This is an optimization exercise on Yosys and OpenROAD, whose aim is small area, not a production implementation. The RTL was checked by simulation tests, not by an equivalence proof against the original design. No activity file was given, so power comes from the tool's default toggle rates.

`flow/run.sh`:
```
#!/bin/bash
# synth_recipe.tcl (not shown) runs the flow's synth.tcl, then flattens the netlist and writes it again
# the make line also repeats each setting of config.mk as NAME=value (left out here)
make -C /OpenROAD-flow-scripts/flow DESIGN_CONFIG=/design/flow/config.mk WORK_HOME=/design/flow/orfs CLKGATE_MAP_FILE= SYNTH_SCRIPT=/design/flow/synth_recipe.tcl finish
```
`flow/config.mk`:
```
export PLATFORM = sky130hd
export DESIGN_NAME = ir_volume
export DESIGN_NICKNAME = ir_volume
export VERILOG_FILES = /design/flow/design.v
export SDC_FILE = /design/flow/constraint.sdc
export NUM_CORES = 4
export LEC_CHECK = 0
export ABC_AREA = 1
export CAP_MARGIN = 20
export CORE_MARGIN = 2
export CORE_UTILIZATION = 40
export SLEW_MARGIN = 20
```
`flow/constraint.sdc`:
```
create_clock -name core_clock -period 10.0 [get_ports {clk}]
set_input_delay 2.0000 -clock core_clock [delete_from_list [all_inputs] [get_ports {clk}]]
set_output_delay 2.0000 -clock core_clock [all_outputs]
set_load 0.01 [all_outputs]
```
`flow/design.v`:
```
module ir_volume (
    input  wire       clk,
    input  wire       rst,         
    input  wire       ir_in,       
    input  wire       gtick,       
    input  wire       att_ack,     
    output wire       att_sel_n,
    output wire       att_valid,
    output reg  [7:0] att_byte,
    output wire       tens_we,
    output wire       ones_we,
    output wire [7:0] seg_tens,
    output wire [7:0] seg_ones
);
    localparam [3:0] S_IDLE     = 4'd0,
                     S_LEAD_LO  = 4'd1,
                     S_LEAD_HI  = 4'd2,
                     S_BIT_LO   = 4'd3,
                     S_BIT_HI   = 4'd4,
                     S_STOP_LO  = 4'd5,
                     S_OUT_SEL  = 4'd6,
                     S_OUT_OPC  = 4'd7,
                     S_OUT_DATA = 4'd8,
                     S_OUT_TENS = 4'd9,
                     S_OUT_ONES = 4'd10;
    localparam [1:0] C_NONE = 2'd0,
                     C_UP   = 2'd1,
                     C_DOWN = 2'd2,
                     C_MUTE = 2'd3;
    reg  [3:0] st;
    reg        ir_q;
    reg  [8:0] pcnt;
    reg  [6:0] thr;       
    reg  [4:0] nbits;     
    reg        fok;       
    reg  [1:0] fcmd;      
    reg  [1:0] last;
    reg  [2:0] rcount;
    reg  [7:0] gap;       
    reg  [7:0] vol;       
    reg  [7:0] sav;       
    reg  [3:0] dtens, dones;    
    function [7:0] atten(input [7:0] a);
        begin
            atten[0] =
                (a[7]&a[4]&a[2]&a[0]) | (~a[7]&~a[6]&~a[5]&a[2]&a[1]&~a[0]) | (a[7]&a[3]&a[0]) |
                (a[5]&a[2]&~a[1]&~a[0]) | (a[6]&a[4]&~a[2]&a[1]&~a[0]) | (a[6]&a[4]&a[2]&a[0]) |
                (a[6]&a[5]&~a[4]&~a[3]&~a[2]&~a[1]&a[0]) | (a[5]&~a[2]&a[1]&~a[0]) | (a[7]&~a[3]&~a[2]&~a[0]) |
                (~a[7]&~a[5]&~a[4]&a[2]&~a[1]) | (~a[6]&~a[5]&~a[4]&~a[2]&~a[1]&a[0]) | (a[6]&a[5]&a[4]&a[3]) |
                (a[5]&a[4]&~a[2]&a[1]) | (a[6]&~a[5]&a[3]&a[0]) | (a[7]&~a[4]&a[2]&a[1]) |
                (a[5]&~a[4]&a[3]&~a[0]) | (a[5]&~a[4]&a[2]&a[1]&a[0]) | (~a[7]&~a[6]&~a[5]&~a[2]&a[1]&a[0]) |
                (~a[7]&~a[6]&~a[5]&a[4]&~a[2]&~a[1]&~a[0]) | (a[6]&a[5]&a[4]&a[2]) | (~a[6]&a[5]&~a[4]&~a[1]&~a[0]) |
                (~a[6]&a[5]&~a[4]&a[2]&~a[1]) | (~a[6]&~a[4]&~a[2]&a[1]&~a[0]) | (a[6]&~a[5]&~a[4]&~a[2]&a[1]&a[0]);
            atten[1] =
                (a[7]&~a[4]&~a[2]&~a[1]) | (a[7]&~a[4]&~a[2]&~a[0]) | (~a[6]&~a[5]&~a[4]&a[3]) |
                (a[7]&a[4]&~a[2]&a[1]&a[0]) | (~a[5]&a[3]&a[0]) | (a[5]&~a[4]&~a[3]&~a[1]&~a[0]) |
                (~a[6]&a[5]&~a[4]&a[1]&a[0]) | (~a[6]&~a[4]&a[3]&a[0]) | (~a[6]&a[5]&a[4]&~a[3]&~a[2]&~a[1]&a[0]) |
                (a[5]&a[4]&a[1]&~a[0]) | (a[5]&a[4]&a[3]&~a[0]) | (a[6]&a[4]&~a[2]&a[1]) |
                (a[6]&a[5]&a[2]&~a[1]) | (a[5]&a[2]&~a[0]) | (~a[6]&~a[5]&a[4]&a[2]&~a[1]) |
                (a[6]&~a[5]&~a[3]&~a[2]&~a[0]) | (a[7]&a[4]&~a[1]&~a[0]) | (~a[7]&a[4]&a[2]&a[1]&~a[0]) |
                (~a[7]&~a[5]&~a[4]&a[2]&a[1]&a[0]) | (a[6]&a[5]&a[4]&a[3]) | (a[6]&a[5]&a[4]&a[2]) |
                (a[6]&a[4]&a[2]&~a[1]&a[0]) | (a[6]&~a[4]&a[2]&~a[1]&~a[0]) | (~a[6]&~a[5]&a[4]&~a[3]&~a[1]&~a[0]);
            atten[2] =
                (a[7]&~a[4]&~a[3]&~a[2]&~a[0]) | (a[7]&~a[4]&a[2]&a[0]) | (a[7]&a[3]&a[0]) |
                (a[4]&a[2]&~a[1]&~a[0]) | (a[7]&a[2]&a[1]&a[0]) | (~a[6]&a[5]&~a[4]&~a[2]&a[0]) |
                (~a[6]&a[5]&a[2]&~a[1]&~a[0]) | (~a[6]&a[5]&a[4]&a[1]&a[0]) | (a[6]&~a[2]&a[1]&~a[0]) |
                (a[6]&~a[5]&~a[4]&a[3]) | (a[6]&~a[5]&a[4]&a[2]&a[0]) | (a[6]&a[5]&~a[4]&~a[3]&~a[2]&~a[0]) |
                (a[6]&a[5]&~a[4]&a[2]&a[0]) | (a[6]&a[4]&~a[3]&~a[2]&~a[1]&a[0]) | (a[5]&a[4]&a[3]&~a[0]) |
                (~a[5]&a[4]&~a[2]&a[1]&~a[0]) | (a[6]&~a[5]&~a[4]&~a[1]&a[0]) | (~a[7]&~a[5]&a[4]&~a[3]&~a[1]&a[0]) |
                (a[6]&~a[4]&a[3]&a[0]) | (a[7]&~a[4]&~a[2]&a[1]) | (~a[6]&a[5]&~a[4]&a[3]) |
                (~a[6]&a[5]&~a[4]&~a[2]&a[1]) | (a[6]&a[5]&a[4]&a[2]&~a[0]) | (~a[7]&~a[6]&~a[5]&a[4]&a[2]&~a[0]) |
                (~a[7]&~a[6]&~a[5]&a[4]&~a[2]&a[1]);
            atten[3] =
                (a[7]&~a[1]&a[0]) | (a[7]&~a[2]&a[1]&~a[0]) | (a[7]&~a[4]&a[2]&~a[1]) |
                (a[7]&a[3]) | (~a[7]&~a[6]&~a[5]&a[4]&a[2]&a[1]&a[0]) | (~a[5]&a[4]&a[3]) |
                (~a[6]&a[5]&~a[3]&~a[2]) | (a[6]&~a[5]&~a[4]&~a[2]&~a[1]) | (a[6]&~a[5]&~a[4]&a[2]&a[1]) |
                (a[5]&~a[2]&a[1]&a[0]) | (a[6]&a[5]&~a[4]&a[2]&~a[1]) | (a[6]&~a[4]&a[3]) |
                (a[6]&a[4]&~a[2]&a[1]&a[0]) | (a[6]&~a[5]&a[4]&a[2]&~a[1]) | (a[6]&a[5]&a[4]&a[1]&a[0]) |
                (a[6]&a[3]&~a[0]) | (a[5]&a[2]&~a[1]&~a[0]) | (~a[6]&a[4]&a[3]&a[0]) |
                (a[6]&~a[4]&~a[2]&~a[1]&~a[0]) | (a[6]&~a[5]&~a[4]&a[1]&~a[0]);
            atten[4] =
                (a[7]&~a[4]&~a[2]&a[1]&a[0]) | (a[7]&~a[4]&a[2]&~a[1]) | (a[7]&a[4]&~a[2]&~a[1]) |
                (a[7]&a[4]&a[2]&a[1]) | (~a[6]&a[5]&~a[4]&a[2]&a[0]) | (a[5]&~a[4]&a[2]&a[1]) |
                (a[5]&~a[4]&a[3]) | (~a[6]&a[5]&a[4]&~a[3]&~a[2]) | (a[6]&a[5]&~a[4]&~a[2]&~a[1]&~a[0]) |
                (a[6]&~a[5]&~a[4]&a[1]&a[0]) | (a[6]&~a[5]&~a[4]&a[2]) | (a[6]&a[5]&a[4]&a[2]&a[0]) |
                (a[6]&a[2]&a[1]) | (a[6]&~a[5]&a[3]) | (a[6]&a[3]&~a[0]) |
                (a[7]&a[4]&~a[2]&~a[0]) | (~a[6]&a[5]&a[4]&a[2]&~a[1]&~a[0]);
            atten[5] =
                (a[7]&a[4]&a[2]) | (a[7]&a[4]&a[3]) | (~a[6]&a[5]&a[4]&a[2]&a[0]) |
                (~a[6]&a[5]&a[4]&a[2]&a[1]) | (~a[6]&a[5]&a[4]&a[3]) | (a[6]&~a[5]&~a[4]) |
                (a[6]&~a[4]&a[0]) | (a[6]&~a[4]&a[1]) | (a[6]&~a[4]&a[2]) |
                (a[6]&~a[4]&a[3]) | (a[7]&~a[4]&~a[3]&~a[2]) | (a[7]&a[2]&~a[1]) |
                (a[7]&a[4]&a[1]&a[0]) | (a[6]&a[5]&a[3]&a[0]);
            atten[6] =
                (a[7]&a[2]&a[1]) | (a[7]&a[3]) | (a[7]&a[4]) |
                (a[6]&~a[5]&a[4]) | (a[6]&a[5]&~a[4]);
            atten[7] =
                (a[7]) | (a[6]&a[5]&a[4]);
        end
    endfunction
    function [6:0] seg_t(input [3:0] a);
        begin
            seg_t[0] =
                (~a[3]&a[1]) | (a[3]&~a[2]) | (a[2]&~a[1]&a[0]);
            seg_t[1] =
                (~a[2]&a[0]) | (~a[2]&a[1]) | (a[2]&~a[1]&~a[0]) |
                (~a[3]&a[1]&a[0]) | (a[3]&~a[2]);
            seg_t[2] =
                (~a[3]&a[2]) | (~a[2]&a[0]) | (a[3]&~a[2]);
            seg_t[3] =
                (~a[2]&a[1]) | (a[2]&~a[1]&a[0]) | (a[1]&~a[0]) |
                (a[3]&~a[2]);
            seg_t[4] =
                (a[3]&~a[0]) | (a[1]&~a[0]);
            seg_t[5] =
                (a[2]&~a[1]) | (a[2]&~a[0]) | (a[3]&~a[2]);
            seg_t[6] =
                (~a[2]&a[1]) | (a[2]&~a[1]) | (a[3]&~a[2]) |
                (a[2]&~a[0]);
        end
    endfunction
    function [6:0] seg_o(input [3:0] a);
        begin
            seg_o[0] =
                (~a[2]&~a[0]) | (~a[3]&a[1]) | (a[3]&~a[2]) |
                (a[2]&~a[1]&a[0]);
            seg_o[1] =
                (~a[2]) | (~a[1]&~a[0]) | (~a[3]&a[1]&a[0]);
            seg_o[2] =
                (~a[1]) | (~a[3]&a[2]) | (~a[2]&a[0]);
            seg_o[3] =
                (~a[2]&~a[0]) | (~a[2]&a[1]) | (a[2]&~a[1]&a[0]) |
                (a[1]&~a[0]) | (a[3]&~a[2]);
            seg_o[4] =
                (~a[2]&~a[0]) | (a[1]&~a[0]);
            seg_o[5] =
                (~a[1]&~a[0]) | (a[2]&~a[1]) | (a[2]&~a[0]) |
                (a[3]&~a[2]);
            seg_o[6] =
                (~a[2]&a[1]) | (a[2]&~a[1]) | (a[3]&~a[2]) |
                (a[2]&~a[0]);
        end
    endfunction
    wire is_idle    = (st == S_IDLE);
    wire is_lead_lo = (st == S_LEAD_LO);
    wire is_lead_hi = (st == S_LEAD_HI);
    wire is_bit_lo  = (st == S_BIT_LO);
    wire is_bit_hi  = (st == S_BIT_HI);
    wire is_stop    = (st == S_STOP_LO);
    wire is_sel     = (st == S_OUT_SEL);
    wire is_opc     = (st == S_OUT_OPC);
    wire is_data    = (st == S_OUT_DATA);
    wire is_tens    = (st == S_OUT_TENS);
    wire is_ones    = (st == S_OUT_ONES);
    wire level      = is_lead_hi | is_bit_hi;
    wire measuring  = is_lead_lo | is_lead_hi | is_bit_lo | is_bit_hi | is_stop;
    wire phase_end  = (ir_in != level);
    wire timeout    = (pcnt == 9'd499);
    wire bit_val    = (pcnt > {2'b00, thr});
    reg exp_bit;
    always @(*) begin
        case (nbits[4:3])
            2'd0, 2'd1: exp_bit = (nbits[2:0] < 3'd3);
            2'd2:       exp_bit = (nbits[2:0] < 3'd2);
            default:    exp_bit = (nbits[2:0] >= 3'd4);
        endcase
    end
    wire is_cbit = nbits[4] && (nbits[2:1] == 2'b01);
    wire cbit_ok = !nbits[3] || (bit_val != fcmd[nbits[0]]);
    wire bit_ok  = is_cbit ? cbit_ok : (bit_val == exp_bit);
    wire done = is_stop && ir_in;
    wire [1:0] cmd = fok ? fcmd : C_NONE;
    wire gap_ok  = (gap >= 8'd50);
    wire gap_rep = (gap == 8'd250);
    wire rc5     = (rcount == 3'd5);
    wire same    = (cmd == last);
    wire accept  = done && (cmd != C_NONE) && gap_ok &&
                   (!same || gap_rep || (rc5 && cmd != C_MUTE));
    wire [3:0] tens = vol[7:4];
    wire [3:0] ones = vol[3:0];
    wire vol_max  = (vol == 8'h99);
    wire vol_zero = (vol == 8'h00);
    wire [7:0] vol_inc = (ones == 4'd9) ? {tens + 4'd1, 4'd0} : {tens, ones + 4'd1};
    wire [7:0] vol_dec = (ones == 4'd0) ? {tens - 4'd1, 4'd9} : {tens, ones - 4'd1};
    wire out_pre = is_sel | is_opc | is_data;
    assign att_sel_n = !out_pre;
    assign att_valid = is_opc | is_data;
    assign tens_we   = is_tens;
    assign ones_we   = is_ones;
    always @(*) begin
        if (is_opc)       att_byte = 8'h11;
        else if (is_data) att_byte = atten(vol);
        else              att_byte = 8'h00;
    end
    assign seg_tens = {1'b0, seg_t(dtens)};
    assign seg_ones = {1'b0, seg_o(dones)};
    wire [7:0] lead_sum = {1'b0, pcnt[8:2]} + {2'b00, pcnt[8:3]};
    always @(posedge clk) begin
        ir_q <= ir_in;
        if (is_idle)
            pcnt <= 9'd1;
        else if (measuring)
            pcnt <= phase_end ? 9'd1 : pcnt + 9'd1;
        if (is_lead_lo)
            thr <= lead_sum[7:1];
        if (is_lead_hi) begin
            nbits <= 5'd0;
            fok   <= 1'b1;
        end
        if (is_bit_lo && phase_end) begin
            nbits <= nbits + 5'd1;
            if (!bit_ok) fok <= 1'b0;
            if (nbits == 5'd18) fcmd[0] <= bit_val;
            if (nbits == 5'd19) fcmd[1] <= bit_val;
        end
        if (rst) begin
            st     <= S_OUT_SEL;
            last   <= C_NONE;
            rcount <= 3'd0;
            gap    <= 8'd0;
            vol    <= 0;
            sav    <= 0;
            dtens  <= 4'd0;
            dones  <= 4'hF;
        end else begin
            case (st)
                S_IDLE:
                    if (ir_q && !ir_in) st <= S_LEAD_LO;
                S_LEAD_LO, S_LEAD_HI, S_BIT_LO, S_BIT_HI, S_STOP_LO: begin
                    if (phase_end) begin
                        case (st)
                            S_LEAD_LO: st <= S_LEAD_HI;
                            S_LEAD_HI: st <= S_BIT_LO;
                            S_BIT_LO:  st <= S_BIT_HI;
                            S_BIT_HI:  st <= (nbits == 5'd0) ? S_STOP_LO : S_BIT_LO;
                            default:   st <= accept ? S_OUT_SEL : S_IDLE;
                        endcase
                    end else if (timeout) begin
                        st <= S_IDLE;
                    end
                end
                S_OUT_SEL:  st <= S_OUT_OPC;
                S_OUT_OPC:  if (att_ack) st <= S_OUT_DATA;
                S_OUT_DATA: if (att_ack) st <= S_OUT_TENS;
                S_OUT_TENS: begin dtens <= tens; st <= S_OUT_ONES; end
                default:    begin dones <= ones; st <= S_IDLE; end
            endcase
            if (accept) begin
                if (!same) begin
                    last   <= cmd;
                    rcount <= 3'd1;
                end else if (!rc5) begin
                    rcount <= rcount + 3'd1;
                end
                case (cmd)
                    C_UP:   if (!vol_max)  vol <= vol_inc;
                    C_DOWN: if (!vol_zero) vol <= vol_dec;
                    default: begin
                        if (!vol_zero) begin
                            sav <= vol;
                            vol <= 0;
                        end else begin
                            vol <= sav;
                            sav <= 0;
                        end
                    end
                endcase
            end
            if (is_idle && rc5 && gap > 8'd75) begin
                last   <= C_NONE;
                rcount <= 3'd0;
            end
            if (accept)
                gap <= 8'd0;
            else if (gtick && !gap_rep)
                gap <= gap + 8'd1;
        end
    end
endmodule
```
==> results by group <==
Run status
  • Status: no timing/DRC/antenna violations

Synthesis
  • Yosys top cell area share: between 15 and 20%
  • Post-Syn Area: approximately 5300 um^2
  • Synth area leaders: dfxtp_1 20%, nand2_1 12%, ha_1 9.5%
  • Mapped Cells: 792
  • Largest area contributor in the netlist: dfxtp_1
  • Synth Area per Inst: about 6.7 um^2
  • EDFF count, synth: 14
  • Syn. warnings: 1
  • Post-synthesis sequential area ratio: between 20 and 30%
  • Synthesized flop and latch total: between 60 and 70
  • FFs w/ async S/R, synth: 0%
  • Distinct cells, synth: 51
  • Ys flop type: dfxtp_1

Global route
  • Largest net degree at the start of global routing: 20
  • First-pass GRT wire length: approximately 25000 um
  • Global route overflow: 0
  • Gr usage total: between 20% and 30%
  • Number of global-route vias before repair: around 5000
  • Initial antenna violation count: 0

Critical path
  • Delay-heaviest family, CP: buffers and inverters
  • Crit. End Element: primary output
  • Reg2Reg Depth: 11
  • WP buf/inv: 2
  • CP Launch Type: register
  • Req. time, crit path: 8.00 ns
  • Crit-path cells: clkinv_1 > nor2_2 > nand2_1 > o2111ai_1 > nand2_1 > nand3_1 > nor2_1 > nor2_1 > clkdlybuf4s50_1
  • Stages on worst setup path: 9
  • Critical Path Start: vol[1]$_SDFFE_PP0P_
  • CP max FO: 17
  • WP data arrival: ~3.4 ns
  • Launch point of the worst reg-to-reg path: vol[1]$_SDFFE_PP0P_
  • CP peak stage delay: between 0.7 and 0.8 ns
  • Slowest stage cell, crit path: dfxtp_1
  • Worst Path Class, Setup: register to primary output

Power and ir drop
  • Total net switching power: roughly 360 uW
  • Worst vdd ir: between 150 and 200 uV
  • Int Power: 620 uW
  • Power, Total: 976 uW
  • Register share of total power: roughly 35%
  • Pwr dens: 164 nW/um^2
  • Comb power frac: a little over a third
  • Switch share: a little over a third
  • Leakage: 0.00270 uW
  • Clock share of power: just under 30%

CTS
  • Post-CTS setup buffer count: 0
  • Worst skew pair latency: approximately 0.34 ns
  • Resize count post-CTS: 0
  • H-tree levels: 3
  • Reg clk slew, reported paths: 0.05 ns
  • Clk sinks: 66
  • Root Driver: clkbuf_16
  • Hold Buf Count CTS: 0
  • CTS Buf Count: 9
  • CTS tree: done
  • Clock Path Buffers: 2

Routing
  • DR iter-0 viols: between 300 and 400
  • DRC Markers: 0
  • Wire per inst: 15.2 um
  • DRT Pass-1 Iters: 9
  • Post-route ant nets: 0
  • Vias: 5316
  • Vias per cell: approximately 5.4
  • Routed WL: around 15000 um

STA
  • Tcrit/Tclk final: roughly 54%
  • Fin crit period: ~5.4 ns
  • Hold Vio Cnt, Final: 0
  • RSZ-0062 raised after global routing: no
  • Worst-margin pin slew: 0.910 ns
  • Final setup vio count: 0
  • Setup TNS: 0 ns
  • Maximum clock rate: 185 MHz
  • Slew HR: between 30% and 40%
  • Max-slew violation count: 0
  • Clock Skew: 0.00737 ns

Floorplan
  • Core area: 12700 um^2
  • I/O pins: 33
  • Row count: 41
  • Die Ht: ~120 um
  • Die area: between 10000 and 15000 um^2
  • Die X: about 120 um
  • Effective utilization at floorplan: 41.4%

Worst hold path
  • Hold path cells: 2
  • Worst Hold Launch: sav[1]$_SDFFE_PP0P_
  • HP Class: register to register

Place
  • Dpl hpwl: 11500 um
  • GPL Wtd Cong: roughly 0.99
  • Port bufs: 30

Finish
  • Fraction of layout cells with a size suffix above 1: between 6 and 7%
  • N_diodes: 0
  • # fillers: roughly 1400
  • Total Nets Final: ~860
  • Area Growth Syn to Fin: 12.7%

Run
  • Max Cap Viol: 0
[flip-flops by register name, summed over array words and instances, names as in the netlist]
name	cells
nbits	5
ir_q	1
gap	8
fok	1
st	4
vol	8
pcnt	9
dones	4
thr	7
last	2
dtens	4
sav	8
rcount	3
fcmd	2
[cells by family after synthesis]
kind of cell | share of synthesized area (%)
buffers and inverters | 10.2
other | 0.0712
DFF | 27.7
adders and majority gates | 9.88
xor gates and xnor gates | 3.32
muxes | 0.190
AOI/OAI and AO/OA | 17.3
and+or+nand+nor | 31.3
[tightest hold or removal path, stage by stage, from the launching register on]
cell     delay (ns)
dfxtp_1        0.29
inv_1          0.05
a21oi_1        0.05
[cell usage after synthesis (2+ instances only)]
master	number
nor3b_1	3
buf_6	2
nand3_2	3
nor4_1	2
nand2_1	166
o22ai_1	4
a22oi_1	2
nand2_4	2
nor2_1	95
nand4_1	10
a21oi_1	60
inv_2	8
o21ai_1	4
xor2_1	15
o21ai_0	57
ha_1	40
a31oi_1	5
edfxtp_1	14
a211oi_1	2
o2111ai_1	7
nand2_2	8
or2_2	5
nor2_8	2
o211ai_1	9
nand3_1	50
nor3_1	15
dfxtp_1	52
a21oi_2	4
xnor2_1	5
nor2_2	5
inv_4	2
clkinv_1	2
buf_2	10
buf_4	3
clkbuf_1	6
o31ai_1	2
inv_1	97
[stage by stage]
stage          cells  cell area, um^2  utilization, %  hold slack (ns)  setup slack, ns
3_3_place_gp     974             5670            44.6            0.436             4.86
6_report         989             5940            46.7            0.448             4.60
3_5_place_dp     974             5670            44.6            0.447             4.99
5_1_grt          989             5940            46.7            0.466             4.34
4_1_cts          989             5940            46.7            0.453             4.63
2_1_floorplan    793             5270               -            0.424             6.51
[power groups by stage]
stage / clock [uW] / sequential (uW) / combinational [uW]
after floorplan: 0 / 332 / 240
after global placement: 0 / 341 / 347
after CTS: 300 / 337 / 354
after global routing: 311 / 341 / 400
after detailed placement: 0 / 342 / 352
final: 289 / 337 / 351
[layer usage]
metal / global-route usage [%] / wire, um
met5: 0 / 0
met4: 6.99 / 310
met3: 5.94 / 1000
met2: 33.7 / 6620
met1: 29.4 / 7110
[final timing paths]
path | end | slack (ns)
max | att_byte[0] | 4.60
min reg2reg | sav[1]$_SDFFE_PP0P_ | 0.45
max reg2reg | vol[5]$_SDFFE_PP0P_ | 7.21
min | sav[1]$_SDFFE_PP0P_ | 0.45
[layout by cell type (no fill, tap or decap), types with 4 or more instances in the layout]
| cell | n |
|---|---|
| o2111ai_1 | 7 |
| inv_2 | 8 |
| inv_1 | 97 |
| nor3_1 | 15 |
| edfxtp_1 | 14 |
| nor2_1 | 95 |
| xnor2_1 | 5 |
| a31oi_1 | 5 |
| clkbuf_1 | 4 |
| o21ai_1 | 4 |
| o211ai_1 | 9 |
| xor2_1 | 15 |
| clkdlybuf4s50_1 | 30 |
| a21oi_1 | 60 |
| o22ai_1 | 4 |
| ha_1 | 40 |
| nand2_2 | 8 |
| or2_2 | 5 |
| clkbuf_16 | 9 |
| nand3_1 | 50 |
| o21ai_0 | 57 |
| nand2_1 | 166 |
| a21oi_2 | 4 |
| nand4_1 | 10 |
| nor2_2 | 5 |
| dfxtp_1 | 52 |
[layout make-up]
type | instances | area, um^2 | area share (%)
clock buffer | 15 | 268 | 4.51
inverter | 110 | 419 | 7.06
timing repair buffer | 30 | 300 | 5.06
tap | 172 | 215 | 3.62
multi-input combinational | 596 | 3280 | 55.2
sequential | 66 | 1460 | 24.6

-- re-timing with driven ports --
In the flow no input, the clock included, has a driving cell. The finished layout below was timed again as built, in two steps.
Step 1 assumes that a clkbuf_16 drives the clock port and a buf_2 every other input.
Step 2 also shifts input and output timing later by t, the mid clock arrival at the registers, as if the neighbouring blocks saw the same clock.
a / b / c = ideal / step 1 / step 2; a / b = the first two.
t, ns: 0.372
setup WS [ns]: 4.602 / 4.563 / 4.935
worst slew at a driven data input, ns: 0.03
cell pins on the clock port's net: 1
After both steps setup and hold are still met in this run. The setup slack of this run moves by -0.039 ns with the drivers and by +0.333 ns with both steps.
